Background: an optimization exercise with open tools, aiming at small area, a short achievable clock period and few clock cycles per item. Do not read the settings as production practice. RTL that was checked went through simulation tests only; none was proved equivalent to the original. Only the layout flow was run in run 3; the RTL was not checked for function there. No activity file was given, so power comes from the tool's default toggle rates.

**design/flow/flow/run.sh**
```bash
#!/bin/bash
# Standard synthesis, then the standard layout with plain buf_1 port buffers
# instead of the delay buffers buffer_ports picks by default, and timing
# repair aiming at a setup slack of 8.45 ns.
set -euo pipefail
bash standard.sh synth > synth.log 2>&1
bash standard.sh BUFFER_PORTS_ARGS="-buffer_cell sky130_fd_sc_hd__buf_1" SETUP_SLACK_MARGIN=8.45 finish > layout.log 2>&1
```
**design/flow/standard.sh**
```bash
#!/bin/bash
# synth_recipe.tcl (not shown) runs the flow's synth.tcl, then flattens the netlist and writes it again
# the make line also repeats each setting of config.mk as NAME=value (left out here)
make -C /OpenROAD-flow-scripts/flow DESIGN_CONFIG=/design/flow/config.mk WORK_HOME=/design/flow/orfs CLKGATE_MAP_FILE= SYNTH_SCRIPT=/design/flow/synth_recipe.tcl "${@:-finish}"
```
**design/flow/config.mk**
```make
export PLATFORM = sky130hd
export DESIGN_NAME = netblk_rx
export DESIGN_NICKNAME = netblk_rx
export VERILOG_FILES = /design/flow/design.v
export SDC_FILE = /design/flow/constraint.sdc
export NUM_CORES = 4
export LEC_CHECK = 0
export CAP_MARGIN = 20
export CORE_MARGIN = 2
export CORE_UTILIZATION = 70
export CTS_BUF_LIST = sky130_fd_sc_hd__clkbuf_8
export SLEW_MARGIN = 20
```
**design/flow/constraint.sdc**
```tcl
create_clock -name core_clock -period 12.0 [get_ports {clk}]
set_input_delay 2.4000 -clock core_clock [delete_from_list [all_inputs] [get_ports {clk}]]
set_output_delay 2.4000 -clock core_clock [all_outputs]
set_load 0.01 [all_outputs]
```
**design/flow/design.v**
```verilog
module netblk_rx (
    input  wire        clk,
    input  wire        rst,
    input  wire        in_valid,
    output wire        in_ready,
    input  wire [31:0] in_data,
    input  wire [2:0]  in_nbytes,    
    input  wire        in_last,
    output wire        res_valid,
    input  wire        res_ready,
    output reg  [2:0]  res_kind,
    output reg  [31:0] res_src,
    output reg  [7:0]  res_type,
    output reg  [15:0] res_id,
    output reg  [15:0] res_seq,
    output reg  [10:0] res_dlen,
    output reg  [1:0]  res_rstat,
    output reg  [15:0] res_ip_csum,
    output reg  [15:0] res_icmp_csum
);
    localparam [10:0] CNT0 = 11'd2020;    
    function [15:0] oc_add;
        input [15:0] a;
        input [15:0] b;
        reg   [15:0] g, p, g1, p1, g2, p2, g3, p3, g4;
        integer i;
        begin
            g = a & b;
            p = a ^ b;
            for (i = 0; i < 16; i = i + 1) begin
                g1[i] = g[i]  | (p[i]  & g[(i + 15) % 16]);
                p1[i] = p[i]  & p[(i + 15) % 16];
            end
            for (i = 0; i < 16; i = i + 1) begin
                g2[i] = g1[i] | (p1[i] & g1[(i + 14) % 16]);
                p2[i] = p1[i] & p1[(i + 14) % 16];
            end
            for (i = 0; i < 16; i = i + 1) begin
                g3[i] = g2[i] | (p2[i] & g2[(i + 12) % 16]);
                p3[i] = p2[i] & p2[(i + 12) % 16];
            end
            for (i = 0; i < 16; i = i + 1)
                g4[i] = g3[i] | (p3[i] & g3[(i + 8) % 16]);
            for (i = 0; i < 16; i = i + 1)
                oc_add[i] = p[i] ^ g4[(i + 15) % 16];
        end
    endfunction
    function [15:0] oc_add3;
        input [15:0] a;
        input [15:0] b;
        input [15:0] c;
        reg   [15:0] s, y;
        begin
            s = a ^ b ^ c;
            y = (a & b) | (a & c) | (b & c);
            oc_add3 = oc_add(s, {y[14:0], y[15]});
        end
    endfunction
    reg        rdy;        
    reg        v1;
    reg [31:0] d1;
    reg [2:0]  nb1;
    reg        l1;
    reg        done;       
    reg        qv;         
    reg [7:0]  at;         
    assign in_ready  = rdy;
    assign res_valid = done;
    wire accept = in_valid && rdy;
    wire c2     = v1 && !done;                
    wire take   = done && res_ready;
    wire absorb = v1 && done && !l1 && !qv;
    wire v1_next   = (v1 && !c2 && !absorb) || accept;
    wire l1_next   = accept ? in_last : l1;
    wire qv_next   = absorb || (qv && !c2);
    wire done_next = (c2 && l1) || (done && !res_ready);
    always @(posedge clk) begin
        if (rst) begin
            rdy  <= 1'b1;
            v1   <= 1'b0;
            done <= 1'b0;
            qv   <= 1'b0;
            at   <= 8'd1;
        end else begin
            rdy  <= !(done_next && v1_next && (l1_next || qv_next));
            v1   <= v1_next;
            done <= done_next;
            qv   <= qv_next;
            if ((c2 && l1))
                at <= 8'd1;
            else if (c2 || absorb)
                at <= {at[7] | at[6], at[5:0], 1'b0};
        end
    end
    reg [31:0] in_masked;
    always @(*) begin
        case (in_nbytes)
            3'd0:    in_masked = 32'h0000_0000;
            3'd1:    in_masked = in_data & 32'hFF00_0000;
            3'd2:    in_masked = in_data & 32'hFFFF_0000;
            3'd3:    in_masked = in_data & 32'hFFFF_FF00;
            default: in_masked = in_data;
        endcase
    end
    always @(posedge clk) begin
        d1 <= in_masked;
        if (accept) begin
            nb1 <= in_nbytes;
            l1  <= in_last;
        end
    end
    reg        icmp;       
    wire [31:0] w = d1;
    wire [10:0] kb    = res_dlen;
    wire [8:0]  kk    = kb[10:2];                   
    wire        at2   = at[2];
    wire        at3   = at[3];
    wire        at4   = at[4];
    wire        at5   = at[5];
    wire        at6   = at[6];
    wire        data  = at[7];
    wire        full  = nb1[2];                     
    wire        lt20  = (|at[3:0]) || (at4 && !full);
    wire        neg   = !data && !(at6 && full);    
    wire        big   = data && (kk > 9'd368 || (kk == 9'd368 && nb1 != 3'd0));
    wire [3:0]  clo   = {1'b0, kb[2:0]} + {1'b0, nb1};
    reg  [7:0]  chi;
    integer j;
    always @(*) begin
        for (j = 0; j < 8; j = j + 1)
            chi[j] = kb[3 + j] ^ (clo[3] & (&(kb[3 +: 8] | (8'hFF << j))));
    end
    wire [10:0] cnt_n = {chi, clo[2:0]};
    wire        ge3     = icmp && !neg;
    wire        is_req  = ge3 && (res_type == 8'd8);
    wire        src_lb  = (res_src[31:24] == 8'd127);
    wire        send_ok = is_req && !big && src_lb;
    wire        last    = l1;
    wire [15:0] abase = at3  ? 16'h0413 :
                        data ? res_icmp_csum : 16'd0;
    wire [15:0] af    = oc_add3(abase, w[31:16], w[15:0]);
    wire [15:0] ibase = at4 ? res_icmp_csum : res_ip_csum;
    wire [3:0]  ilo   = {1'b0, ibase[2:0]} + {1'b0, nb1};
    reg  [12:0] ihi;
    integer m;
    always @(*) begin
        for (m = 0; m < 13; m = m + 1)
            ihi[m] = ibase[3 + m] ^ (ilo[3] & (&(ibase[3 +: 13] | (13'h1FFF << m))));
    end
    wire        icy   = ilo[3] & (&ibase[15:3]);
    wire [15:0] if1   = icy ? {13'd0, ilo[2:0] + 3'd1} : {ihi, ilo[2:0]};
    always @(posedge clk) begin
        if (c2) begin
            if (at2) icmp <= (d1[23:16] == 8'd1);
            if (last && lt20)      res_src <= 32'd0;
            else if (at3)          res_src <= d1;
            if (last && !ge3)      res_type <= 8'd0;
            else if (at5)          res_type <= d1[31:24];
            if (last && !ge3) begin
                res_id  <= 16'd0;
                res_seq <= 16'd0;
            end else if (at6) begin
                res_id  <= d1[31:16];
                res_seq <= d1[15:0];
            end
            res_dlen <= (last && !ge3) ? 11'd0 : cnt_n;
        end
        if (rst || take)
            res_dlen <= (qv_next && !rst) ? CNT0 + 11'd4 : CNT0;
        if (c2) begin
            if (last)              res_icmp_csum <= send_ok ? ~af : 16'd0;
            else                   res_icmp_csum <= af;
            if (last)              res_ip_csum <= send_ok ? ~if1 : 16'd0;
            else                   res_ip_csum <= if1;
            if (last) begin
                res_kind  <= lt20                   ? 3'd0 :
                             !icmp                  ? 3'd1 :
                             neg                    ? 3'd2 :
                             (res_type == 8'd8)     ? 3'd3 :
                             (res_type == 8'd0)     ? 3'd4 : 3'd5;
                res_rstat <= !is_req ? 2'd0 :
                             big     ? 2'd2 :
                             !src_lb ? 2'd1 : 2'd0;
            end
        end
    end
endmodule
```
==> out/metrics.cfg, run 1 <==
[critical_path]
start_kind = flop
reg2reg_from = at[7]
critical_path.cell_chain = buf_1
cp-startpoint = res_icmp_csum[9]
rr_endpoint = res_icmp_csum[8]
max_stage_delay_ns = 0.48
crit_slowest_cell = edfxtp_1
critPathBufInv = 1
reg2reg_depth = 12
cp.required_ns = 9.60
critPathKind = reg -> out
worst_setup_path_end_kind = output port
crit_family = flip-flops
endpoint = res_icmp_csum[9]
rrSetupSlack_ns = 8.65
crit_fanout = 2
cp.depth = 1
critPathArrivalTime_ns = 1.12

[layout]
fin_nets = 1029
diodes = 0
area_growth_pct = 14.21
drive_above_1_share_pct = 7.508
nFillCells = 744

[yosys]
synth_top_area_share_pct = 43.73
synth-seq-cells = 169
synth-edff-count = 124
ys_warn_count = 1
synth-async-reset-ratio_pct = 0
synth_common_cells = 124 x edfxtp_1, 78 x a21oi_1, 75 x inv_1
syn_inst = 782
synth_area_leader_cell = edfxtp_1
ys.flop_type = edfxtp_1
netlist_area_um2 = 8514
synth.distinct_cells = 47
avgSynthCellArea_um2 = 10.89
seq_area_frac_synth_pct = 54.31
yosysMostFrequentCell = edfxtp_1
synth.area.top_cells = edfxtp_1 44%, dfxtp_1 11%, a21oi_1 4.6%
synth_nets = 865

[pwr]
powerDensity_nw_per_um2 = 136.2
power.leakage_nw = 3.766
vdd_drop_max_mv = 0.07343

[sta]
relSlewSlack_pct = 30.66
slew_viol_final = 0
finalSetupViolCount = 0
hold_viol_final = 0
timing.final.ws_setup_ns = 8.475
rsz0062_at_grt = yes
tns_ns = 0
period_needed_ns = 3.525
worstMarginPinSlew_ns = 1.032
min_period_over_period_pct = 29.37
fin_skew_ns = 0.008334
fmax_ghz = 0.2837

[cts]
clock_latency_ns = 0.48
cts_num_sinks = 169
cts_tree = built
htree_levels = 4
hold_buffers = 0
clkTransAtPathRegs_ns = 0.09
cts_buffers = 17
cts_root_buf = clkbuf_8
cts_buffer_depth = 2

[global_routing]
grt_pass1_vias = 6175
grt_pass1_wl_um = 32210
antenna_found_initial = 0
grt_overflow = 0
grt_start_max_net_pins = 67
grt_usage_pct = 33.14

[placement]
place_ws_ns = 8.003
portBuffers = 161
finalWeightedCongestion = 0.9454
dp_hpwl_um = 15310

[hold_path]
hold_class = reg -> reg

[detailed_routing]
viasPerCell = 6.026
vias = 6665
drt-pass1-iter-count = 5
postRouteWirelength_um = 21560
ant_nets = 0
drt_iter0_drc = 812
wl_per_cell_um = 19.50
drcViolationCount = 0

[floorplan]
core_um2 = 11960
ioPinCount = 162
start_util_pct = 71.18
die_h_um = 114.3
dieArea_um2 = 13060
dieWidth_um = 114.3
num_rows = 40

[flow_run]
drv_cap = 0

[status]
status = timing/DRC/antenna clean

## through the flow
step | power (mW) | utilization, % | std cells | instance area [µm²] | hold slack, ns
finish | 1.324 | 81.30 | 1106 | 9724 | 0.4840
global route | 1.371 | 81.30 | 1106 | 9724 | 0.5043
CTS | 1.320 | 81.12 | 1104 | 9703 | 0.4837
detailed placement | 0.9241 | 77.13 | 1062 | 9226 | 0.4690
global placement | 0.9171 | 77.13 | 1062 | 9226 | 0.4600
floorplan | 0.8535 | - | 782 | 8514 | 0.4491
## flip-flops by register name, indices dropped and copies added (netlist names), 3 cells and up
name and cells:
res_ip_csum 16, res_kind 3, d1 32, at 8
nb1 3, res_id 16, res_icmp_csum 16, res_seq 16
res_dlen 11, res_src 32, res_type 8
## power breakdown
group / leakage [nW] / internal (mW) / switching [mW] / total [mW]
combinational: 2.03 / 0.0836 / 0.149 / 0.233
clock: 0.194 / 0.172 / 0.230 / 0.402
sequential: 1.55 / 0.668 / 0.0211 / 0.689
total: 3.77 / 0.923 / 0.401 / 1.32
## kinds of logic (layout without fill, tap and decap cells)
kind of cell	Yosys count	count (layout)	share of synthesized area, %
AOI/OAI and AO/OA	151	151	10.18
xor gates and xnor gates	43	43	4.511
adders and majority gates	43	43	7.906
buffers and inverters	113	290	5.202
DFF	169	169	54.31
muxes	43	43	5.114
and+or+nand+nor	220	220	12.77
## layout make-up
type                    instances  area [µm²]  area share [%]
repair buffers                182       762.0           7.836
clock buffers                  17       234.0           2.406
well taps                     147       183.9           1.891
clock inverters                15       160.2           1.647
multi-input cells             500        3471           35.69
flip-flops and latches        169        4628           47.59
inverters                      76       285.3           2.934
## layer usage
layer  vias to the layer above  part of all wire [%]  wire length [µm]  global-route usage [%]
li1                       3052                     -                 -                       -
met1                      3188                    40              8539                   44.34
met2                       365                    49             10590                   53.45
met3                        60                   7.7              1660                   6.194
met4                         0                   3.6               775                   14.63
met5                         -                     0                 0                       0
## how the worst min path moves through the flow
stage | start | end | slack [ns] | cells past startpoint
final | at[5] | at[5] | 0.48 | 2
after global routing | at[5] | at[5] | 0.50 | 2
after detailed placement | at[5] | at[5] | 0.47 | 2
after floorplan | at[0] | at[0] | 0.45 | 1
after CTS | at[5] | at[5] | 0.48 | 2
after global placement | at[0] | at[0] | 0.46 | 1
## timing repair
item	CTS	global route
resized for setup	2	3
setup endpoints to repair	26	26
hold endpoints to repair	0	0
setup buffers	10	2
## layout by cell type, fill, tap and decap left out, types with 3 or more instances in the layout
master and count:
edfxtp_1 124, o21bai_1 8, nand3b_1 4, nor2_1 51
dfxtp_1 42, xnor2_1 26, inv_6 4, nor2b_1 24
mux2i_1 39, ha_1 25, o21ai_1 9, buf_4 21
nand4_1 12, a21o_1 11, nand3_1 21, mux2_2 4
clkinv_4 3, nor4_1 4, xor2_1 16, a21oi_1 76
o21ai_0 25, nor3_1 12, and2_1 12, fa_1 18
clkbuf_8 17, nand2_1 63, inv_1 75, and3_1 3
inv_8 3, a221oi_1 8, dfxtp_2 3, buf_1 161
Testbench counts, summed over its fixed seeds: cycles 117,999, packets 3,200.
==> run 2: changes to the inputs <==
==> design/flow/flow/run.sh (replaced) <==
#!/bin/bash
# Standard synthesis, then the standard layout with: plain buf_1 port
# buffers instead of the delay buffers buffer_ports picks by default; a
# clock tree of clkbuf_8 leaves under a clkbuf_16 root; and timing repair
# aiming at a setup slack of 8.45 ns.
set -euo pipefail
bash standard.sh synth > synth.log 2>&1
bash standard.sh \
  BUFFER_PORTS_ARGS="-buffer_cell sky130_fd_sc_hd__buf_1" \
  CTS_ARGS="-sink_clustering_enable -repair_clock_nets -buf_list sky130_fd_sc_hd__clkbuf_8 -root_buf sky130_fd_sc_hd__clkbuf_16" \
  SETUP_SLACK_MARGIN=8.45 \
  finish > layout.log 2>&1
--- a/design/flow/config.mk
+++ b/design/flow/config.mk
@@ -10,3 +10,2 @@
 export CORE_UTILIZATION = 70
-export CTS_BUF_LIST = sky130_fd_sc_hd__clkbuf_8
 export SLEW_MARGIN = 20
==> out/metrics.cfg, run 2 <==
[detailed_routing]
viasPerCell = 6.037
postRouteWirelength_um = 21320
drt_iter0_drc = 808
vias = 6611
wl_per_cell_um = 19.47
drt-pass1-iter-count = 6
ant_nets = 0
drcViolationCount = 0

[floorplan]
core_um2 = 11960
dieWidth_um = 114.3
die_h_um = 114.3
dieArea_um2 = 13060
num_rows = 40
start_util_pct = 71.18
ioPinCount = 162

[yosys]
synth-async-reset-ratio_pct = 0
synth-seq-cells = 169
synth.area.top_cells = edfxtp_1 44%, dfxtp_1 11%, a21oi_1 4.6%
syn_inst = 782
yosysMostFrequentCell = edfxtp_1
synth_area_leader_cell = edfxtp_1
synth_mux_area_share_pct = 5.114
synth_common_cells = 124 x edfxtp_1, 78 x a21oi_1, 75 x inv_1
ys.flop_type = edfxtp_1
synth.distinct_cells = 47
synthSimpleGateAreaFrac_pct = 12.77
synth-edff-count = 124
synth_top_family_by_area = simple AND/OR/NAND/NOR gates
seq_area_frac_synth_pct = 54.31
netlist_area_um2 = 8514
synth_nets = 865
ys_warn_count = 1
synth_compound_gate_area_share_pct = 10.18
synth-xor-area-share_pct = 4.511
avgSynthCellArea_um2 = 10.89
synth_top_area_share_pct = 43.73
synthAdderAreaFrac_pct = 7.906

[hold_path]
hold_end = at[5]
hold_class = reg -> reg
min_from = at[5]
whs_path_depth = 2

[cts]
cts_num_sinks = 169
hold_buffers = 0
htree_levels = 4
cts_buffer_depth = 2
clock_latency_ns = 0.40
cts_root_buf = clkbuf_16
cts_buffers = 17
cts_tree = built
clkTransAtPathRegs_ns = 0.09

[sta]
hold_viol_final = 0
fmax_ghz = 0.2843
tns_ns = 0
finalSetupViolCount = 0
slew_viol_final = 0
rsz0062_at_grt = yes
min_period_over_period_pct = 29.31
period_needed_ns = 3.517
relSlewSlack_pct = 39.30
fin_hold_ws_ns = 0.4847
worstMarginPinSlew_ns = 0.9064
fin_skew_ns = 0.01008

[critical_path]
rr_endpoint = res_icmp_csum[8]
worst_setup_path_end_kind = output port
start_kind = flop
crit_slowest_cell = edfxtp_1
max_stage_delay_ns = 0.54
crit_fanout = 4
reg2reg_depth = 12
crit_family = flip-flops
rrSetupSlack_ns = 8.65
reg2reg_from = at[7]
cp.required_ns = 9.60
critPathArrivalTime_ns = 1.12
critPathKind = reg -> out
critPathBufInv = 1
critical_path.cell_chain = buf_1

[pwr]
vdd_drop_max_mv = 0.06930
p_comb_share_pct = 16.9
power.leakage_nw = 3.720
internal_power_mw = 0.9295
powerDensity_nw_per_um2 = 137.4
power_mw = 1.328
p_switching_mw = 0.3988
p_clk_share_pct = 31.0
switching_share_pct = 30.03
power_frac_seq_pct = 52.1

[global_routing]
grt_overflow = 0
grt_usage_pct = 32.78
grt_start_max_net_pins = 67
grt_pass1_vias = 6130
grt_pass1_wl_um = 31920
antenna_found_initial = 0

[flow_run]
drv_cap = 0

[layout]
nFillCells = 744
diodes = 0
layout_commonest_cell = buf_1
final_cell_mix = 161 x buf_1, 124 x edfxtp_1, 76 x a21oi_1, 75 x inv_1, 63 x nand2_1
final_util_pct = 80.84
fin_nets = 1018
largestRegisters = d1 (32), res_src (32)
area_growth_pct = 13.56
drive_above_1_share_pct = 6.435

[placement]
dp_hpwl_um = 15310
portBuffers = 161
finalWeightedCongestion = 0.9454

[status]
status = timing/DRC/antenna clean

-- run 2: cell count changes in the layout (fill, tap and decap cells not counted) --
cell / change
nor3_2: +1
buf_12: +1
dfxtp_1: +1
buf_4: -12
clkbuf_16: +1
dfxtp_2: -1
clkbuf_8: -1
nor3_1: -1
-- run 2: layer usage --
layer | part of all wire [%] | global-route usage, %
met3 | 7.0 | 6.511
met4 | 3.2 | 13.66
met5 | 0 | 0
met2 | 49 | 53.21
met1 | 40 | 43.63
-- run 2: what timing repair did --
item / CTS / global route
buffers inserted: 0 / 1
pin swaps: 0 / 0
resized for setup: 2 / 3
setup endpoints to repair: 16 / 27
-- run 2: power by group through the flow --
| stage | registers (mW) | logic, mW | clock network [mW] |
|---|---|---|---|
| floorplan | 0.708 | 0.146 | 0 |
| global placement | 0.703 | 0.214 | 0 |
| detailed placement | 0.705 | 0.220 | 0 |
| CTS | 0.692 | 0.222 | 0.411 |
| global route | 0.695 | 0.247 | 0.434 |
| finish | 0.692 | 0.225 | 0.411 |
-- run 2: logic make-up after synthesis --
group,Yosys count
mux,43
xor+xnor,43
compound gates,151
flops,169
buf+inv,113
fa+ha+maj,43
simple gates,220
-- run 2: layout make-up --
type	count	area, µm²	area share (%)
inverter	76	285.3	2.950
tap	147	183.9	1.902
multi-input combinational	500	3476	35.95
clock inverter	15	160.2	1.656
clock buffer	17	245.2	2.536
timing repair buffer	171	691.9	7.156
sequential	169	4627	47.85
-- run 2: metrics by stage --
step	setup WS, ns	instance area, µm²	cells
floorplan	8.473	8514	782
global placement	8.042	9226	1062
detailed placement	8.003	9226	1062
CTS	8.468	9639	1094
global route	8.405	9669	1095
finish	8.483	9669	1095
-- run 2: worst max-delay path by stage --
| stage | startpoint | endpoint | slack (ns) | depth (start not counted) |
|---|---|---|---|---|
| 3_5_place_dp | at[7] | res_icmp_csum[8] | 8.00 | 11 |
| 5_1_grt | at[7] | res_icmp_csum[8] | 8.41 | 11 |
| 6_report | res_icmp_csum[10] | res_icmp_csum[10] | 8.48 | 1 |
| 3_3_place_gp | at[7] | res_icmp_csum[8] | 8.04 | 11 |
| 2_1_floorplan | done | res_src[0] | 8.47 | 3 |
| 4_1_cts | at[7] | res_icmp_csum[8] | 8.47 | 11 |
==> run 3: changes to the inputs <==
--- a/design/flow/design.v
+++ b/design/flow/design.v
@@ -24,4 +24,4 @@
         input [15:0] b;
-        reg   [15:0] g, p, g1, p1, g2, p2, g3, p3, g4;
-        integer i;
+        reg   [15:0] g, p, gg, pp, gn, pn, c;
+        integer i, l;
         begin
@@ -29,18 +29,23 @@
             p = a ^ b;
-            for (i = 0; i < 16; i = i + 1) begin
-                g1[i] = g[i]  | (p[i]  & g[(i + 15) % 16]);
-                p1[i] = p[i]  & p[(i + 15) % 16];
+            gg = g;
+            pp = p;
+            for (i = 1; i < 16; i = i + 2) begin
+                gg[i] = g[i] | (p[i] & g[i - 1]);
+                pp[i] = p[i] & p[i - 1];
             end
-            for (i = 0; i < 16; i = i + 1) begin
-                g2[i] = g1[i] | (p1[i] & g1[(i + 14) % 16]);
-                p2[i] = p1[i] & p1[(i + 14) % 16];
+            for (l = 2; l < 16; l = l * 2) begin
+                gn = gg;
+                pn = pp;
+                for (i = 1; i < 16; i = i + 2) begin
+                    gn[i] = gg[i] | (pp[i] & gg[(i + 16 - l) % 16]);
+                    pn[i] = pp[i] & pp[(i + 16 - l) % 16];
+                end
+                gg = gn;
+                pp = pn;
             end
-            for (i = 0; i < 16; i = i + 1) begin
-                g3[i] = g2[i] | (p2[i] & g2[(i + 12) % 16]);
-                p3[i] = p2[i] & p2[(i + 12) % 16];
-            end
-            for (i = 0; i < 16; i = i + 1)
-                g4[i] = g3[i] | (p3[i] & g3[(i + 8) % 16]);
-            for (i = 0; i < 16; i = i + 1)
-                oc_add[i] = p[i] ^ g4[(i + 15) % 16];
+            for (i = 0; i < 16; i = i + 2)
+                c[i] = gg[(i + 15) % 16];
+            for (i = 1; i < 16; i = i + 2)
+                c[i] = g[i - 1] | (p[i - 1] & c[i - 1]);
+            oc_add = p ^ c;
         end
@@ -138,5 +143,3 @@
     wire        last    = l1;
-    wire [15:0] abase = at3  ? 16'h0413 :
-                        data ? res_icmp_csum : 16'd0;
-    wire [15:0] af    = oc_add3(abase, w[31:16], w[15:0]);
+    wire [15:0] af    = oc_add3(res_icmp_csum, w[31:16], w[15:0]);
     wire [15:0] ibase = at4 ? res_icmp_csum : res_ip_csum;
@@ -171,2 +174,4 @@
             if (last)              res_icmp_csum <= send_ok ? ~af : 16'd0;
+            else if (at2)          res_icmp_csum <= 16'h0413;
+            else if (at5)          res_icmp_csum <= 16'd0;
             else                   res_icmp_csum <= af;
==> design/flow/flow/run.sh (replaced) <==
#!/bin/bash
# Standard synthesis, then the standard layout with plain buf_1 port buffers
# instead of the delay buffers buffer_ports picks by default, and timing
# repair aiming at a setup slack of 8.45 ns.
set -euo pipefail
bash standard.sh synth > synth.log 2>&1
bash standard.sh BUFFER_PORTS_ARGS="-buffer_cell sky130_fd_sc_hd__buf_1" SETUP_SLACK_MARGIN=8.45 finish > layout.log 2>&1
--- a/design/flow/config.mk
+++ b/design/flow/config.mk
@@ -9,3 +9,4 @@
 export CORE_MARGIN = 2
-export CORE_UTILIZATION = 70
+export CORE_UTILIZATION = 55
+export CTS_BUF_LIST = sky130_fd_sc_hd__clkbuf_8
 export SLEW_MARGIN = 20
==> out/metrics.cfg, run 3 <==
[critical_path]
max_stage_delay_ns = 0.49
cp-startpoint = res_icmp_csum[10]
crit_slowest_cell = edfxtp_1
reg2reg_from = res_icmp_csum[15]
endpoint = res_icmp_csum[10]
worst_setup_path_end_kind = output port
rrSetupSlack_ns = 8.54
crit_fanout = 4
reg2reg_depth = 11
start_kind = flop
critical_path.cell_chain = buf_1
critPathBufInv = 1
cp.required_ns = 9.60
rr_endpoint = res_icmp_csum[15]
critPathArrivalTime_ns = 1.13
crit_family = flip-flops
critPathKind = reg -> out
cp.depth = 1

[detailed_routing]
drt-pass1-iter-count = 5
drcViolationCount = 0
ant_nets = 0
drt_iter0_drc = 442
wl_met3_um = 1262
vias = 6049
postRouteWirelength_um = 20830
highest_layer = met4
wl_per_cell_um = 19.18
drt-met1-wl_um = 9123
wl_met2_um = 10020
viasPerCell = 5.570

[placement]
place_ws_ns = 8.064
finalWeightedCongestion = 0.9227
dp_hpwl_um = 15110
portBuffers = 161
place_area_um2 = 9228

[yosys]
synth_nets = 793
ys.flop_type = edfxtp_1
netlist_area_um2 = 8464
ys_warn_count = 1
synth.distinct_cells = 55
synth-async-reset-ratio_pct = 0
synth_top_area_share_pct = 43.99
synth-edff-count = 124
synth_common_cells = 124 x edfxtp_1, 68 x inv_1, 53 x a21oi_1
syn_inst = 702
synth-seq-cells = 169
synth_area_leader_cell = edfxtp_1
synth.area.top_cells = edfxtp_1 44%, dfxtp_1 11%, fa_1 6.1%
avgSynthCellArea_um2 = 12.06
seq_area_frac_synth_pct = 54.63
yosysMostFrequentCell = edfxtp_1

[pwr]
p_comb_share_pct = 26.9
p_switching_mw = 0.5118
internal_power_mw = 1.028
power_frac_seq_pct = 46.1
powerDensity_nw_per_um2 = 156.0
power_mw = 1.539
power.leakage_nw = 3.732
vdd_drop_max_mv = 0.07522
p_clk_share_pct = 27.0
switching_share_pct = 33.24

[cts]
cts_num_sinks = 169
cts_buffers = 17
cts_tree = built
htree_levels = 4
clkTransAtPathRegs_ns = 0.10
cts_root_buf = clkbuf_8
clock_latency_ns = 0.47
cts_buffer_depth = 2

[floorplan]
core_um2 = 15150
die_h_um = 128.1
ioPinCount = 162
dieWidth_um = 128.1
dieArea_um2 = 16400
start_util_pct = 55.89
num_rows = 45

[sta]
tns_ns = 0
fin_skew_ns = 0.01182
fmax_ghz = 0.2832
rsz0062_at_grt = yes
hold_viol_final = 0
finalSetupViolCount = 0
slew_viol_final = 0
timing.final.ws_setup_ns = 8.469
relSlewSlack_pct = 37.39
min_period_over_period_pct = 29.43
period_needed_ns = 3.531
worstMarginPinSlew_ns = 0.9392

[layout]
ff_latch_area_um2 = 4626
largestRegisters = d1 (32), res_src (32)
fin_nets = 974
nFillCells = 1205
multi_input_area_um2 = 3507
final_cell_area_um2 = 9869
final_cell_mix = 159 x buf_1, 124 x edfxtp_1, 68 x inv_1, 47 x a21oi_1, 44 x dfxtp_1
area_growth_pct = 16.60
layout_commonest_cell = buf_1
drive_above_1_share_pct = 11.38

[global_routing]
grt_pass1_vias = 5687
grt_start_max_net_pins = 43
antenna_found_initial = 0
grt_usage_pct = 25.82
grt_pass1_wl_um = 31370
grt_overflow = 0

[flow_run]
drv_cap = 0

[status]
status = timing/DRC/antenna clean

[hold_path]
min_from = at[0]
hold_class = reg -> reg

==> run 3: cell types whose count changed after synthesis, sizes merged, moves of 10 or more <==
cell	delta
nor2b	+14
nor2	-18
o21ai	-17
clkbuf	-19
and2	+16
a21oi	-24
xor2	-10
nand2	-24
==> run 3: routing by layer <==
layer	vias to the layer above	GRT usage (%)
met5	-	0
met4	0	7.822
met3	33	5.050
met2	228	41.59
met1	2962	35.85
li1	2826	-
==> run 3: worst min-delay path by stage <==
stage	slack, ns	depth (start not counted)	end
global route	0.50	2	at[1]
CTS	0.49	2	at[1]
detailed placement	0.48	2	at[1]
finish	0.49	2	at[1]
global placement	0.46	2	at[1]
floorplan	0.45	1	at[0]
==> run 3: power groups by stage <==
| stage | Clock (mW) | Combinational [mW] | Sequential (mW) |
|---|---|---|---|
| finish | 0.416 | 0.414 | 0.709 |
| global route | 0.441 | 0.461 | 0.713 |
| CTS | 0.422 | 0.398 | 0.710 |
| detailed placement | 0 | 0.376 | 0.732 |
| global placement | 0 | 0.369 | 0.729 |
| floorplan | 0 | 0.270 | 0.729 |
==> run 3: cell families after synthesis <==
group / Yosys count / synth area share (%)
buffers and inverters: 94 / 4.789
DFF: 169 / 54.63
adders and majority gates: 51 / 9.845
AOI/OAI and AO/OA: 112 / 8.588
and+or+nand+nor: 201 / 13.59
muxes: 44 / 5.351
xor gates and xnor gates: 31 / 3.208
==> run 3: metrics by stage <==
stage          hold WS, ns  cells  utilization, %
4_1_cts             0.4936   1076           64.25
3_3_place_gp        0.4608   1032           60.93
2_1_floorplan       0.4487    702               -
6_report            0.4882   1086           65.16
3_5_place_dp        0.4784   1032           60.93
5_1_grt             0.5020   1084           65.13
==> run 3: layout make-up <==
| class | count | share of cell area (%) |
|---|---|---|
| antenna | 2 | 0.05071 |
| clock buffer | 17 | 2.371 |
| clock inverter | 15 | 1.813 |
| inverter | 69 | 2.650 |
| multi-input combinational | 439 | 35.53 |
| sequential | 169 | 46.87 |
| tap | 188 | 2.383 |
| timing repair buffer | 187 | 8.329 |
==> run 3: timing repair <==
action	CTS	global route
hold buffers	0	0
resized for setup	1	15
pin swaps	0	0
setup buffers	12	7
cloned	0	0
endpoints found under the setup margin	12	28
==> run 4: changes to the inputs <==
--- a/design/flow/design.v
+++ b/design/flow/design.v
@@ -70,3 +70,3 @@
     reg        qv;         
-    reg [7:0]  at;         
+    reg [2:0]  k2;         
     assign in_ready  = rdy;
@@ -87,3 +87,3 @@
             qv   <= 1'b0;
-            at   <= 8'd1;
+            k2   <= 3'd0;
         end else begin
@@ -94,5 +94,5 @@
             if ((c2 && l1))
-                at <= 8'd1;
-            else if (c2 || absorb)
-                at <= {at[7] | at[6], at[5:0], 1'b0};
+                k2 <= 3'd0;
+            else if ((c2 || absorb) && k2 != 3'd7)
+                k2 <= k2 + 3'd1;
         end
@@ -120,10 +120,10 @@
     wire [8:0]  kk    = kb[10:2];                   
-    wire        at2   = at[2];
-    wire        at3   = at[3];
-    wire        at4   = at[4];
-    wire        at5   = at[5];
-    wire        at6   = at[6];
-    wire        data  = at[7];
+    wire        at2   = (k2 == 3'd2);
+    wire        at3   = (k2 == 3'd3);
+    wire        at4   = (k2 == 3'd4);
+    wire        at5   = (k2 == 3'd5);
+    wire        at6   = (k2 == 3'd6);
+    wire        data  = (k2 == 3'd7);
     wire        full  = nb1[2];                     
-    wire        lt20  = (|at[3:0]) || (at4 && !full);
+    wire        lt20  = !k2[2] || (at4 && !full);
     wire        neg   = !data && !(at6 && full);    
@@ -144,3 +144,3 @@
     wire [15:0] af    = oc_add3(res_icmp_csum, w[31:16], w[15:0]);
-    wire [15:0] ibase = at4 ? res_icmp_csum : res_ip_csum;
+    wire [15:0] ibase = res_ip_csum;
     wire [3:0]  ilo   = {1'b0, ibase[2:0]} + {1'b0, nb1};
@@ -178,2 +178,3 @@
             if (last)              res_ip_csum <= send_ok ? ~if1 : 16'd0;
+            else if (at3)          res_ip_csum <= af;
             else                   res_ip_csum <= if1;
==> out/metrics.cfg, run 4 <==
[placement]
dp_hpwl_um = 15550
finalWeightedCongestion = 0.9145
dp.cells = 1032
portBuffers = 161

[detailed_routing]
drt-pass1-iter-count = 5
highest_layer = met4
wl_met3_um = 1257
ant_nets = 0
drt_iter0_drc = 469
wl_met2_um = 10400
vias = 6048
wl_per_cell_um = 19.61
drcViolationCount = 0
viasPerCell = 5.600
postRouteWirelength_um = 21180
drt-met1-wl_um = 9059

[yosys]
synth-edff-count = 124
syn_inst = 705
synth-async-reset-ratio_pct = 0
synth_top_area_share_pct = 45.71
ys_warn_count = 1
synth.area.top_cells = edfxtp_1 46%, dfxtp_1 9.8%, fa_1 6.4%
synth_area_leader_cell = edfxtp_1
yosysMostFrequentCell = edfxtp_1
synth.distinct_cells = 52
synth-seq-cells = 164
ys.flop_type = edfxtp_1
synth_nets = 802
synth_common_cells = 124 x edfxtp_1, 52 x a21oi_1, 50 x inv_1
netlist_area_um2 = 8147
seq_area_frac_synth_pct = 55.54
avgSynthCellArea_um2 = 11.56

[layout]
area_growth_pct = 18.80
fin_cells = 1080
fin_nets = 980
diodes = 0
layout_commonest_cell = buf_1
drive_above_1_share_pct = 12.05
largestRegisters = d1 (32), res_src (32)
final_cell_mix = 158 x buf_1, 124 x edfxtp_1, 50 x inv_1, 48 x nor2b_1, 41 x nor2_1

[critical_path]
start_kind = flop
critPathKind = reg -> out
endpoint = res_icmp_csum[9]
rr_endpoint = res_ip_csum[2]
reg2reg_from = res_icmp_csum[8]
reg2reg_depth = 11
cp-startpoint = res_icmp_csum[9]
critPathArrivalTime_ns = 1.20
crit_fanout = 2
rrSetupSlack_ns = 8.57
worst_setup_path_end_kind = output port
cp.required_ns = 9.60

[floorplan]
start_util_pct = 56.27
core_um2 = 14480
num_rows = 44
dieWidth_um = 125.7
die_h_um = 125.7
ioPinCount = 162
dieArea_um2 = 15800

[pwr]
vdd_drop_max_mv = 0.09166
power.leakage_nw = 3.580
powerDensity_nw_per_um2 = 160.6
power_mw = 1.554

[global_routing]
antenna_found_initial = 0
grt_overflow = 0
grt_pass1_wl_um = 32540
grt_usage_pct = 27.01
grt_start_max_net_pins = 40
grt_pass1_vias = 5901

[sta]
period_needed_ns = 3.605
relSlewSlack_pct = 32.94
slew_viol_final = 0
hold_viol_final = 0
tns_ns = 0
min_period_over_period_pct = 30.04
fin_skew_ns = 0.01202
finalSetupViolCount = 0
worstMarginPinSlew_ns = 1.003
rsz0062_at_grt = yes
fmax_ghz = 0.2774

[cts]
hold_buffers = 0
clock_latency_ns = 0.46
cts_root_buf = clkbuf_8
htree_levels = 4
cts_tree = built
cts_buffers = 17
clkTransAtPathRegs_ns = 0.10
cts_num_sinks = 164
cts_buffer_depth = 2

[status]
status = timing/DRC/antenna clean

[hold_path]
hold_class = reg -> reg

[flow_run]
drv_cap = 0

==> run 4: final cells by class <==
class                      instances  area [µm²]
fill                            1180        4801
sequential                       164        4524
multi-input combinational        466        3535
timing repair buffer             184       810.8
clock buffer                      17       234.0
tap                              184       230.2
inverter                          50       187.7
clock inverter                    15       156.4
==> run 4: power by group <==
| group | leakage (nW) | switching (mW) | internal (mW) |
|---|---|---|---|
| logic | 1.88 | 0.286 | 0.182 |
| clock network | 0.199 | 0.241 | 0.156 |
| registers | 1.50 | 0.0281 | 0.661 |
==> run 4: worst min-delay path by stage <==
stage	from	to	depth (start not counted)
floorplan	v1	v1	2
global placement	v1	v1	2
detailed placement	k2[1]	k2[1]	2
CTS	k2[1]	k2[1]	2
global route	v1	v1	2
finish	k2[1]	k2[1]	2
==> run 4: worst max-delay path, cell delays in order (launching register included) <==
cell	delay, ns
edfxtp_1	0.47
buf_6	0.16
buf_6	0.11
==> run 4: metrics by stage <==
step / hold slack [ns] / setup slack [ns] / area, µm² / utilization, %
2_1_floorplan: 0.5103 / 8.642 / 8147 / -
3_3_place_gp: 0.5451 / 8.164 / 8932 / 61.69
3_5_place_dp: 0.5582 / 8.062 / 8960 / 61.88
4_1_cts: 0.5718 / 8.411 / 9417 / 65.04
5_1_grt: 0.6035 / 8.368 / 9678 / 66.84
6_report: 0.5705 / 8.395 / 9678 / 66.84
==> run 4: what timing repair did <==
action                                  in CTS  in global routing
setup buffers                                4                 12
endpoints found under the setup margin      18                 41
pin swaps                                    3                 10
gates resized for setup                     12                 48
==> run 4: per-layer routing <==
| metal | GRT usage (%) | vias up |
|---|---|---|
| met1 | 36.75 | 2962 |
| met5 | 0 | - |
| met3 | 5.438 | 30 |
| li1 | - | 2844 |
| met4 | 9.216 | 0 |
| met2 | 43.75 | 212 |
==> run 4: cell families (layout without fill, tap and decap cells) <==
logic type / Yosys count / count (layout) / synth area share [%]
buffers and inverters: 75 / 266 / 3.671
adder cells (fa/ha/maj): 57 / 57 / 11.15
AND/OR/NAND/NOR: 231 / 231 / 15.21
XOR/XNOR: 31 / 31 / 3.333
AO/OA/AOI/OAI: 141 / 141 / 10.35
multiplexers: 6 / 6 / 0.7526
flip-flops: 164 / 164 / 55.54
Testbench counts of run 4, summed over its fixed seeds: cycles 117,999, packets 3,200.
==> run 5: changes to the inputs <==
==> design/flow/flow/run.sh (replaced) <==
#!/bin/bash
# Standard synthesis, then the standard layout with: plain buf_1 port
# buffers instead of the delay buffers buffer_ports picks by default; a
# clock tree of clkbuf_8 leaves under a clkbuf_16 root; and timing repair
# aiming at a setup slack of 8.6 ns.
set -euo pipefail
bash standard.sh synth > synth.log 2>&1
bash standard.sh \
  BUFFER_PORTS_ARGS="-buffer_cell sky130_fd_sc_hd__buf_1" \
  CTS_ARGS="-sink_clustering_enable -repair_clock_nets -buf_list sky130_fd_sc_hd__clkbuf_8 -root_buf sky130_fd_sc_hd__clkbuf_16" \
  SETUP_SLACK_MARGIN=8.6 \
  finish > layout.log 2>&1
--- a/design/flow/config.mk
+++ b/design/flow/config.mk
@@ -9,4 +9,3 @@
 export CORE_MARGIN = 2
-export CORE_UTILIZATION = 55
-export CTS_BUF_LIST = sky130_fd_sc_hd__clkbuf_8
+export CORE_UTILIZATION = 70
 export SLEW_MARGIN = 20
==> out/metrics.cfg, run 5 <==
[critical_path]
reg2reg_from = res_icmp_csum[13]
start_kind = flop
rr_endpoint = res_ip_csum[5]
reg2reg_depth = 14
critPathKind = reg -> out
worst_setup_path_end_kind = output port
max_stage_delay_ns = 0.46
crit_fanout = 2
crit_top_cell = buf_6
critPathArrivalTime_ns = 1.12
critical_path.cell_chain = buf_6 > buf_6
crit_slowest_cell = edfxtp_1
rrSetupSlack_ns = 8.57
cp.required_ns = 9.60

[yosys]
yosysMostFrequentCell = edfxtp_1
synth.area.top_cells = edfxtp_1 46%, dfxtp_1 9.8%, fa_1 6.4%
synth.distinct_cells = 52
avgSynthCellArea_um2 = 11.56
synth-seq-cells = 164
synth_common_cells = 124 x edfxtp_1, 52 x a21oi_1, 50 x inv_1
ys_warn_count = 1
synth-edff-count = 124
syn_inst = 705
synth-async-reset-ratio_pct = 0
synth_top_area_share_pct = 45.71
synth_area_leader_cell = edfxtp_1
ys.flop_type = edfxtp_1
netlist_area_um2 = 8147
seq_area_frac_synth_pct = 55.54
synth_nets = 802

[layout]
multi_input_area_um2 = 3682
nFillCells = 556
fin_nets = 995
diodes = 0
final_cell_mix = 146 x buf_1, 124 x edfxtp_1, 52 x inv_1, 48 x nor2b_1, 41 x nor2_1
ff_latch_area_um2 = 4528
layout_commonest_cell = buf_1
area_growth_pct = 22.12
final_util_pct = 87.50
drive_above_1_share_pct = 16.58
largestRegisters = d1 (32), res_src (32)

[pwr]
switching_share_pct = 34.16
internal_power_mw = 1.086
power.leakage_nw = 3.714
power_frac_seq_pct = 41.8
p_switching_mw = 0.5635
p_clk_share_pct = 25.1
p_comb_share_pct = 33.1
vdd_drop_max_mv = 0.1437
powerDensity_nw_per_um2 = 165.8

[placement]
dp_hpwl_um = 15330
portBuffers = 161
place_ws_ns = 8.094
finalWeightedCongestion = 0.9443

[hold_path]
whs_path_depth = 2
hold_end = v1
min_from = rdy
hold_class = reg -> reg

[global_routing]
grt_overflow = 0
antenna_found_initial = 0
grt_pass1_wl_um = 34280
grt_pass1_vias = 6446
grt_start_max_net_pins = 40
grt_use_met2_pct = 59.64
grt_usage_pct = 36.07
top_usage_layer = met2
gr-usage-met1_pct = 45.04
grt_use_met3_pct = 9.962

[sta]
finalSetupViolCount = 0
rsz0062_at_grt = yes
slew_viol_final = 0
relSlewSlack_pct = 31.75
fin_skew_ns = 0.01604
hold_viol_final = 0
fmax_ghz = 0.2841
timing.final.ws_setup_ns = 8.480
tns_ns = 0
worstMarginPinSlew_ns = 1.021
period_needed_ns = 3.520
min_period_over_period_pct = 29.33

[floorplan]
dieArea_um2 = 12520
die_h_um = 111.9
num_rows = 39
dieWidth_um = 111.9
start_util_pct = 71.65
ioPinCount = 162
core_um2 = 11370

[detailed_routing]
viasPerCell = 6.289
drt-pass1-iter-count = 8
drcViolationCount = 0
postRouteWirelength_um = 23290
ant_nets = 0
drt_iter0_drc = 856
vias = 6629
wl_per_cell_um = 22.10

[cts]
clkTransAtPathRegs_ns = 0.09
clock_latency_ns = 0.40
cts_root_buf = clkbuf_16
cts_tree = built
cts_buffers = 17
cts_num_sinks = 164
cts_buffer_depth = 2
htree_levels = 4

[status]
status = timing/DRC/antenna clean

[flow_run]
drv_cap = 0

==> run 5: stage by stage <==
step           hold WS [ns]  instance area (µm²)  std cells  power, mW
6_report             0.5754                 9948       1054      1.650
5_1_grt              0.6010                 9948       1054      1.704
4_1_cts              0.5707                 9574       1041      1.541
3_5_place_dp         0.5584                 8879        989      1.101
3_3_place_gp         0.5382                 8879        989      1.087
2_1_floorplan        0.5103                 8147        705     0.9711
==> run 5: per-layer routing <==
metal  share of wire, %  wire [µm]
met2                 50      11550
met3                 10       2426
met1                 36       8478
met5                  0          0
met4                3.6        836
==> run 5: cell type report <==
| type | count | area share [%] |
|---|---|---|
| Clock buffer | 18 | 2.603 |
| Clock inverter | 14 | 1.421 |
| Inverter | 50 | 1.887 |
| Multi-Input combinational cell | 466 | 37.01 |
| Sequential cell | 164 | 45.52 |
| Tap cell | 143 | 1.799 |
| Timing Repair Buffer | 199 | 9.760 |
==> run 5: worst max-delay path by stage <==
stage	start	endpoint	slack [ns]	cells past startpoint
floorplan	res_ready	res_dlen[0]	8.64	3
global placement	rst	res_dlen[1]	8.20	3
detailed placement	rst	res_dlen[1]	8.09	3
CTS	res_icmp_csum[12]	res_icmp_csum[12]	8.55	2
global route	res_icmp_csum[4]	res_icmp_csum[4]	8.45	2
finish	res_icmp_csum[4]	res_icmp_csum[4]	8.48	2
==> run 5: cell families (layout without fill, tap and decap cells) <==
family / Yosys count / after routing / share of synthesized area (%)
AND/OR/NAND/NOR: 231 / 231 / 15.21
flip-flops: 164 / 164 / 55.54
AO/OA/AOI/OAI: 141 / 141 / 10.35
buffers and inverters: 75 / 281 / 3.671
adder cells (fa/ha/maj): 57 / 57 / 11.15
XOR/XNOR: 31 / 31 / 3.333
multiplexers: 6 / 6 / 0.7526
==> run 5: critical path, delay by kind of cell (launching register included) <==
family / cells / cell delay [ns]
buffers and inverters: 2 / 0.27
flip-flops: 1 / 0.46
==> run 5: power groups by stage <==
stage | clock [mW] | combinational (mW) | sequential (mW)
after global placement | 0 | 0.385 | 0.702
after floorplan | 0 | 0.262 | 0.709
final | 0.413 | 0.547 | 0.690
after detailed placement | 0 | 0.396 | 0.705
after global routing | 0.429 | 0.582 | 0.693
after CTS | 0.406 | 0.447 | 0.688
==> run 5: repair_timing <==
action,4_1_cts,5_1_grt
endpoints found under the setup margin,62,46
gates resized for setup,35,70
setup buffers,20,12
hold buffers,0,0
gates cloned,0,0
pin swaps,8,18
==> run 6: changes to the inputs <==
--- a/design/flow/flow/run.sh
+++ b/design/flow/flow/run.sh
@@ -4,3 +4,3 @@
 # clock tree of clkbuf_8 leaves under a clkbuf_16 root; and timing repair
-# aiming at a setup slack of 8.6 ns.
+# aiming at a setup slack of 8.45 ns.
 set -euo pipefail
@@ -10,3 +10,3 @@
   CTS_ARGS="-sink_clustering_enable -repair_clock_nets -buf_list sky130_fd_sc_hd__clkbuf_8 -root_buf sky130_fd_sc_hd__clkbuf_16" \
-  SETUP_SLACK_MARGIN=8.6 \
+  SETUP_SLACK_MARGIN=8.45 \
   finish > layout.log 2>&1
==> out/metrics.cfg, run 6 <==
[layout]
layout_commonest_cell = buf_1
final_cell_area_um2 = 9493
area_growth_pct = 16.53
final_cell_mix = 161 x buf_1, 124 x edfxtp_1, 53 x inv_1, 48 x nor2b_1, 43 x nor2_1
largestRegisters = d1 (32), res_src (32)
ff_latch_area_um2 = 4527
diodes = 0
fin_nets = 969
drive_above_1_share_pct = 9.718
fin_cells = 1028
multi_input_area_um2 = 3485
nFillCells = 639
final_util_pct = 83.49

[floorplan]
num_rows = 39
dieWidth_um = 111.9
ioPinCount = 162
core_um2 = 11370
die_h_um = 111.9
start_util_pct = 71.65
dieArea_um2 = 12520

[yosys]
synth_common_cells = 124 x edfxtp_1, 52 x a21oi_1, 50 x inv_1
synth_top_area_share_pct = 45.71
synth-seq-cells = 164
synth-edff-count = 124
yosysMostFrequentCell = edfxtp_1
synth.distinct_cells = 52
seq_area_frac_synth_pct = 55.54
avgSynthCellArea_um2 = 11.56
ys.flop_type = edfxtp_1
synth_nets = 802
synth.area.top_cells = edfxtp_1 46%, dfxtp_1 9.8%, fa_1 6.4%
netlist_area_um2 = 8147
synth-async-reset-ratio_pct = 0
syn_inst = 705
synth_area_leader_cell = edfxtp_1
ys_warn_count = 1

[sta]
finalSetupViolCount = 0
slew_viol_final = 0
worstMarginPinSlew_ns = 0.9974
fmax_ghz = 0.2831
timing.final.ws_setup_ns = 8.467
rsz0062_at_grt = yes
min_period_over_period_pct = 29.44
period_needed_ns = 3.533
tns_ns = 0
hold_viol_final = 0
relSlewSlack_pct = 33.35
fin_skew_ns = 0.01148

[critical_path]
reg2reg_from = res_icmp_csum[13]
rrSetupSlack_ns = 8.52
critPathBufInv = 2
reg2reg_depth = 13
critPathArrivalTime_ns = 1.13
cp.depth = 2
cp-startpoint = res_icmp_csum[1]
cp.required_ns = 9.60
max_stage_delay_ns = 0.44
worst_setup_path_end_kind = output port
crit_family = flip-flops
crit_fanout = 2
rr_endpoint = res_ip_csum[7]
endpoint = res_icmp_csum[1]
critPathKind = reg -> out
start_kind = flop
critical_path.cell_chain = buf_4 > buf_1
crit_slowest_cell = edfxtp_1

[placement]
dp.cells = 989
place_ws_ns = 8.094
finalWeightedCongestion = 0.9443
dp_hpwl_um = 15330
portBuffers = 161
place_area_um2 = 8879

[cts]
clkTransAtPathRegs_ns = 0.09
cts_tree = built
htree_levels = 4
hold_buffers = 0
cts_num_sinks = 164
cts_root_buf = clkbuf_16
cts_buffer_depth = 2
cts_buffers = 17
clock_latency_ns = 0.40

[global_routing]
antenna_found_initial = 0
grt_pass1_vias = 6238
grt_start_max_net_pins = 40
grt_overflow = 0
grt_usage_pct = 35.10
grt_pass1_wl_um = 33290

[detailed_routing]
drcViolationCount = 0
drt_iter0_drc = 679
drt-pass1-iter-count = 5
postRouteWirelength_um = 22200
ant_nets = 0
wl_per_cell_um = 21.60
viasPerCell = 6.301
vias = 6477

[status]
status = timing/DRC/antenna clean

[pwr]
power.leakage_nw = 3.508
vdd_drop_max_mv = 0.1431
powerDensity_nw_per_um2 = 164.3

[hold_path]
hold_class = reg -> reg

[flow_run]
drv_cap = 0

run 6: cell counts after synthesis:
Identical to the previous run, type by type.
run 6: kinds of logic (layout without fill, tap and decap cells):
| logic type | after synthesis | after routing | share of synthesized area (%) |
|---|---|---|---|
| buffers and inverters | 75 | 255 | 3.671 |
| XOR/XNOR | 31 | 31 | 3.333 |
| flip-flops | 164 | 164 | 55.54 |
| multiplexers | 6 | 6 | 0.7526 |
| adder cells (fa/ha/maj) | 57 | 57 | 11.15 |
| AO/OA/AOI/OAI | 141 | 141 | 10.35 |
| AND/OR/NAND/NOR | 231 | 231 | 15.21 |
run 6: worst register-to-register path: stages (launching register included):
cell and delay (ns):
edfxtp_1 0.37, inv_1 0.08, fa_1 0.55, inv_1 0.05, ha_2 0.40, nand2_1 0.15, o21ai_2 0.21, a21oi_1 0.11
o31a_1 0.30, fa_1 0.47, xor2_2 0.21, a21oi_1 0.10, o21ai_0 0.11, o21ai_0 0.10
run 6: what timing repair did:
item	in CTS	in global routing
cloned	0	0
gates resized for setup	8	36
buffers inserted	0	6
endpoints found under the setup margin	12	41
pin swaps	2	9
run 6: power breakdown:
part           total (mW)  leakage [nW]  switching [mW]  internal [mW]
Clock               0.412         0.207           0.214          0.198
Combinational       0.454          1.80           0.281          0.174
Sequential          0.694          1.50          0.0322          0.662
run 6: cell type report:
type                       count  area share, %
clock inverter                14          1.489
timing repair buffer         173          7.526
sequential                   164          47.69
clock buffer                  18          2.728
multi-input combinational    466          36.71
tap                          143          1.885
inverter                      50          1.977
run 6: worst min-delay path by stage:
stage | from | to | slack, ns | cells past startpoint
floorplan | v1 | v1 | 0.51 | 2
global placement | rdy | v1 | 0.54 | 2
detailed placement | qv | rdy | 0.56 | 3
CTS | rdy | v1 | 0.57 | 2
global route | rdy | v1 | 0.61 | 2
finish | k2[1] | k2[1] | 0.58 | 2
run 6: metrics by stage:
stage / total power [mW] / hold slack, ns
final: 1.560 / 0.5768
after global routing: 1.617 / 0.6093
after CTS: 1.507 / 0.5707
after detailed placement: 1.101 / 0.5584
after global placement: 1.087 / 0.5382
after floorplan: 0.9711 / 0.5103
run 6: routing by layer:
layer	global-route usage (%)	wire (µm)	vias up	share of wire, %
met5	0	0	-	0
met4	14.49	756	0	3.4
met3	8.982	2256	69	10
met2	57.78	10960	459	49
met1	44.83	8235	3117	37
li1	-	-	2832	-
==> run 7: changes to the inputs <==
--- a/design/flow/design.v
+++ b/design/flow/design.v
@@ -70,2 +70,3 @@
     reg        qv;         
+    reg        icmp;       
     reg [2:0]  k2;         
@@ -99,11 +100,19 @@
     end
+    wire [2:0] k2p1 = (k2 == 3'd7) ? 3'd7 : k2 + 3'd1;
+    wire       in_lt6 = v1 ? (l1 || k2 < 3'd5)     : (k2 < 3'd6);
+    wire       in_at6 = v1 ? (!l1 && k2p1 == 3'd6) : (k2 == 3'd6);
+    wire       in_zero = !rdy ||
+                         (in_last && (in_lt6 || (in_at6 && !in_nbytes[2]) || !icmp));
     reg [31:0] in_masked;
     always @(*) begin
-        case (in_nbytes)
-            3'd0:    in_masked = 32'h0000_0000;
-            3'd1:    in_masked = in_data & 32'hFF00_0000;
-            3'd2:    in_masked = in_data & 32'hFFFF_0000;
-            3'd3:    in_masked = in_data & 32'hFFFF_FF00;
-            default: in_masked = in_data;
-        endcase
+        if (in_zero)
+            in_masked = 32'h0000_0000;
+        else
+            case (in_nbytes)
+                3'd0:    in_masked = 32'h0000_0000;
+                3'd1:    in_masked = in_data & 32'hFF00_0000;
+                3'd2:    in_masked = in_data & 32'hFFFF_0000;
+                3'd3:    in_masked = in_data & 32'hFFFF_FF00;
+                default: in_masked = in_data;
+            endcase
     end
@@ -116,3 +125,2 @@
     end
-    reg        icmp;       
     wire [31:0] w = d1;
@@ -157,10 +165,5 @@
             if (at2) icmp <= (d1[23:16] == 8'd1);
-            if (last && lt20)      res_src <= 32'd0;
-            else if (at3)          res_src <= d1;
-            if (last && !ge3)      res_type <= 8'd0;
-            else if (at5)          res_type <= d1[31:24];
-            if (last && !ge3) begin
-                res_id  <= 16'd0;
-                res_seq <= 16'd0;
-            end else if (at6) begin
+            if (at3 || (last && lt20))     res_src  <= d1;
+            if (at5 || (last && !ge3))     res_type <= d1[31:24];
+            if (at6 || (last && !ge3)) begin
                 res_id  <= d1[31:16];
--- a/design/flow/config.mk
+++ b/design/flow/config.mk
@@ -9,3 +9,3 @@
 export CORE_MARGIN = 2
-export CORE_UTILIZATION = 70
+export CORE_UTILIZATION = 80
 export SLEW_MARGIN = 20
==> out/metrics.cfg, run 7 <==
[yosys]
synth_common_cells = 124 x edfxtp_1, 58 x inv_1, 58 x nand2_1
avgSynthCellArea_um2 = 11.69
synth_top_area_share_pct = 46.96
ys.flop_type = edfxtp_1
netlist_area_um2 = 7929
synth.area.top_cells = edfxtp_1 47%, dfxtp_1 10%, fa_1 6.6%
yosysMostFrequentCell = edfxtp_1
synth_nets = 776
syn_inst = 678
synth-seq-cells = 164
synth-edff-count = 124
synth-async-reset-ratio_pct = 0
synth_area_leader_cell = edfxtp_1
synth.distinct_cells = 58
seq_area_frac_synth_pct = 57.06
ys_warn_count = 1

[cts]
cts_buffers = 17
cts_buffer_depth = 2
cts_num_sinks = 164
cts_root_buf = clkbuf_16
htree_levels = 4

[floorplan]
ioPinCount = 162
die_h_um = 103.6
num_rows = 36
dieWidth_um = 103.6
start_util_pct = 81.87

[sta]
worst-ep-kind = register data pin
worst_endpoint = res_ip_csum[2]$_DFFE_PP_/D

[status]
status = stopped before the end
stop_error = [ERROR DPL-0038] Utilization greater than 100%, impossible to legalize
stop_stage = global routing

[global_routing]
grt_start_max_net_pins = 35

[placement]
dp_hpwl_um = 15160
place_area_um2 = 8657
portBuffers = 161
dp.cells = 955
finalWeightedCongestion = 0.9696
place_ws_ns = 7.687

run 7: cell types whose count changed after synthesis, moves of 5 or more:
| cell | delta |
|---|---|
| xnor2_1 | +5 |
| nor2b_1 | -44 |
| nand2_1 | +22 |
| a21oi_1 | -12 |
| xor2_1 | -10 |
| nor3_1 | +17 |
| inv_1 | +8 |
| o21ai_0 | -14 |
| and2_1 | -29 |
run 7: repair_timing:
item	4_1_cts
setup endpoints to repair	57
hold buffers	0
endpoints found under the hold margin	0
pin swaps	7
setup buffers	5
resized for setup	28
run 7: worst max-delay path by stage:
stage | startpoint | endpoint | slack, ns | cells past startpoint
after floorplan | res_ready | res_dlen[0] | 8.63 | 3
after detailed placement | in_nbytes[2] | d1[16] | 7.69 | 4
after CTS | res_icmp_csum[1] | res_icmp_csum[10] | 8.38 | 11
after global placement | in_nbytes[2] | d1[12] | 7.91 | 4
run 7: power groups by stage:
| stage | Sequential (mW) | Combinational [mW] | Clock, mW |
|---|---|---|---|
| after floorplan | 0.700 | 0.186 | 0 |
| after detailed placement | 0.698 | 0.286 | 0 |
| after global placement | 0.694 | 0.273 | 0 |
| after CTS | 0.686 | 0.328 | 0.411 |
run 7: stage by stage:
stage                     util (%)  hold slack, ns
after floorplan                  -          0.4256
after global placement       89.39          0.4465
after CTS                    94.86          0.4564
after detailed placement     89.39          0.4465
run 7: cells by family after synthesis:
logic type | share of synthesized area (%)
mux | 1.010
flops | 57.06
buf+inv | 3.882
xor+xnor | 2.872
fa+ha+maj | 11.61
compound gates | 9.989
simple gates | 13.57
Testbench counts of run 7, summed over its fixed seeds: cycles 117,999, packets 3,200.
==> run 8: changes to the inputs <==
--- a/design/flow/config.mk
+++ b/design/flow/config.mk
@@ -9,3 +9,3 @@
 export CORE_MARGIN = 2
-export CORE_UTILIZATION = 80
+export CORE_UTILIZATION = 70
 export SLEW_MARGIN = 20
==> out/metrics.cfg, run 8 <==
[critical_path]
worst_setup_path_end_kind = flop
max_stage_delay_ns = 0.63
cp-startpoint = res_icmp_csum[12]
crit_fanout = 4
critical_path.cell_chain = inv_1 > fa_2 > inv_1 > ha_1 > a21oi_2 > o21bai_1 > a221o_1 > a21oi_1 > o21ai_1 > fa_2 > nor2_1 > nor2_1 > a21oi_1 > o22ai_1
critPathArrivalTime_ns = 3.65
start_kind = flop
reg2reg_from = res_icmp_csum[12]
critPathKind = reg -> reg
cp.required_ns = 12.09
crit_slowest_cell = fa_2

[yosys]
synth.area.top_cells = edfxtp_1 47%, dfxtp_1 10%, fa_1 6.6%
synth-seq-cells = 164
synth_mux_area_share_pct = 1.010
synth_common_cells = 124 x edfxtp_1, 58 x inv_1, 58 x nand2_1
synth_top_family_by_area = simple AND/OR/NAND/NOR gates
yosysMostFrequentCell = edfxtp_1
synth_top_area_share_pct = 46.96
synth-xor-area-share_pct = 2.872
syn_inst = 678
synth-async-reset-ratio_pct = 0
synthSimpleGateAreaFrac_pct = 13.57
synth_area_leader_cell = edfxtp_1
seq_area_frac_synth_pct = 57.06
netlist_area_um2 = 7929
synth.distinct_cells = 58
synth-edff-count = 124
synth_compound_gate_area_share_pct = 9.989
ys_warn_count = 1
synthAdderAreaFrac_pct = 11.61
avgSynthCellArea_um2 = 11.69
ys.flop_type = edfxtp_1
synth_nets = 776

[sta]
min_period_over_period_pct = 29.68
worstMarginPinSlew_ns = 0.8957
slew_viol_final = 0
period_needed_ns = 3.562
finalSetupViolCount = 0
hold_viol_final = 0
fin_skew_ns = 0.01657
relSlewSlack_pct = 40.21
tns_ns = 0
fmax_ghz = 0.2807
rsz0062_at_grt = yes

[layout]
multi_input_area_um2 = 3196
largestRegisters = d1 (32), res_src (32)
final_cell_mix = 160 x buf_1, 124 x edfxtp_1, 59 x inv_1, 58 x nand2_1, 44 x nor2_1
area_growth_pct = 16.66
layout_commonest_cell = buf_1
final_util_pct = 84.59
nFillCells = 594
drive_above_1_share_pct = 9.091
diodes = 0
ff_latch_area_um2 = 4533
fin_nets = 943

[detailed_routing]
drt-pass1-iter-count = 8
drcViolationCount = 0
vias = 6467
viasPerCell = 6.480
drt_iter0_drc = 701
wl_per_cell_um = 22.62
ant_nets = 0
postRouteWirelength_um = 22580

[cts]
cts_root_buf = clkbuf_16
cts_buffer_depth = 2
cts_buffers = 17
htree_levels = 4
cts_num_sinks = 164
hold_buffers = 0
cts_tree = built
clkTransAtPathRegs_ns = 0.10
clock_latency_ns = 0.39

[floorplan]
die_h_um = 110.4
start_util_pct = 72.51
dieWidth_um = 110.4
core_um2 = 10940
ioPinCount = 162
num_rows = 38
dieArea_um2 = 12190

[global_routing]
grt_overflow = 0
grt_pass1_wl_um = 32540
grt_start_max_net_pins = 35
grt_usage_pct = 34.13
grt_pass1_vias = 6255
antenna_found_initial = 0

[placement]
dp_hpwl_um = 14690
portBuffers = 161
finalWeightedCongestion = 0.8831

[hold_path]
hold_class = reg -> reg
min_from = d1[2]

[flow_run]
drv_cap = 0

[pwr]
vdd_drop_max_mv = 0.09610
power.leakage_nw = 3.458
powerDensity_nw_per_um2 = 154.3

[status]
status = timing/DRC/antenna clean

run 8: cell counts after synthesis:
Identical to the previous run, type by type.
run 8: worst paths after layout:
check / depth (start not counted) / endpoint / slack, ns
setup / recovery: 14 / res_icmp_csum[4] / 8.44
hold / removal: 0 / res_src[2] / 0.48
setup reg to reg: 14 / res_icmp_csum[4] / 8.44
hold reg to reg: 0 / res_src[2] / 0.48
run 8: final cells by class:
cell class / instances / area share (%)
Clock buffer: 17 / 2.651
Clock inverter: 15 / 1.772
Inverter: 59 / 2.394
Multi-Input combinational cell: 434 / 34.55
Sequential cell: 164 / 49.01
Tap cell: 140 / 1.894
Timing Repair Buffer: 169 / 7.737
run 8: worst max-delay path, delay by kind of cell, from the launching register on:
family,cells,cell delay [ns]
AO/OA/AOI/OAI,7,1.21
buffers and inverters,2,0.18
adder cells (fa/ha/maj),3,1.32
AND/OR/NAND/NOR,2,0.17
flip-flops,1,0.39
run 8: report_power, final:
group,switching [mW],total (mW),internal (mW)
clock,0.238,0.420,0.183
combinational,0.197,0.318,0.121
sequential,0.0358,0.689,0.653
total,0.471,1.43,0.957
run 8: what timing repair did:
item	4_1_cts	5_1_grt
gates resized for setup	7	29
buffers inserted	0	2
gates cloned	0	1
setup endpoints to repair	37	45
pin swaps	2	2
run 8: kinds of logic after synthesis:
logic type                 Yosys count
DFF                                164
adders and majority gates           58
buffers and inverters               80
AOI/OAI and AO/OA                  128
and+or+nand+nor                    214
xor gates and xnor gates            26
muxes                                8
run 8: per-stage QoR:
step	power, mW	hold slack, ns	cell area [µm²]	std cells	setup slack (ns)
global placement	0.9672	0.4387	8666	962	7.957
finish	1.428	0.4822	9250	998	8.438
CTS	1.387	0.4617	9112	994	8.461
detailed placement	0.9781	0.4437	8666	962	7.816
global route	1.477	0.4896	9250	998	8.323
floorplan	0.8851	0.4256	7929	678	8.633
run 8: routing by layer:
metal  wire [µm]  track usage [%]  vias to the layer above  share of wire, %
li1            -                -                     2781                 -
met1        7870            43.63                     3051                35
met2       10930            55.91                      539                48
met3        2711            8.782                       96                12
met4        1069            14.33                        0               4.7
met5           0                0                        -                 0

[separate check: timing with driven ports]
Ports are ideal in the flow. The routed layouts listed here were re-timed in OpenROAD.
Step 1 sets driving cells, clkbuf_16 on the clock port and buf_2 on the other inputs (assumed; they add their load-dependent delay and slew).
Step 2 adds t to the input delays and takes it off the output delays; t is the mean of the earliest and latest rising clock arrival at the registers after step 1. Input paths then give back, and output paths get back, about the clock's delay inside the block.
a / b / c = ideal ports / drivers / drivers and shift; a / b = the first two.
| run | shift t [ns] | slack for setup (ns) | worst setup path after step 2 |
|---|---|---|---|
| run 1 | 0.510 | 8.475 / 8.439 / 8.083 | input to register |
| run 2 | 0.434 | 8.483 / 8.440 / 8.341 | input to register |
| run 3 | 0.502 | 8.469 / 8.429 / 8.203 | input to register |
| run 4 | 0.495 | 8.395 / 8.356 / 8.260 | input to register |
| run 5 | 0.434 | 8.480 / 8.435 / 8.199 | input to register |
| run 6 | 0.432 | 8.467 / 8.424 / 8.161 | input to register |
| run 8 | 0.421 | 8.438 / 8.433 / 8.173 | input to register |
After both steps every run listed still meets setup and hold. The setup slack of run 1, which loses most, moves by -0.036 ns with the drivers and by -0.392 ns with both steps.
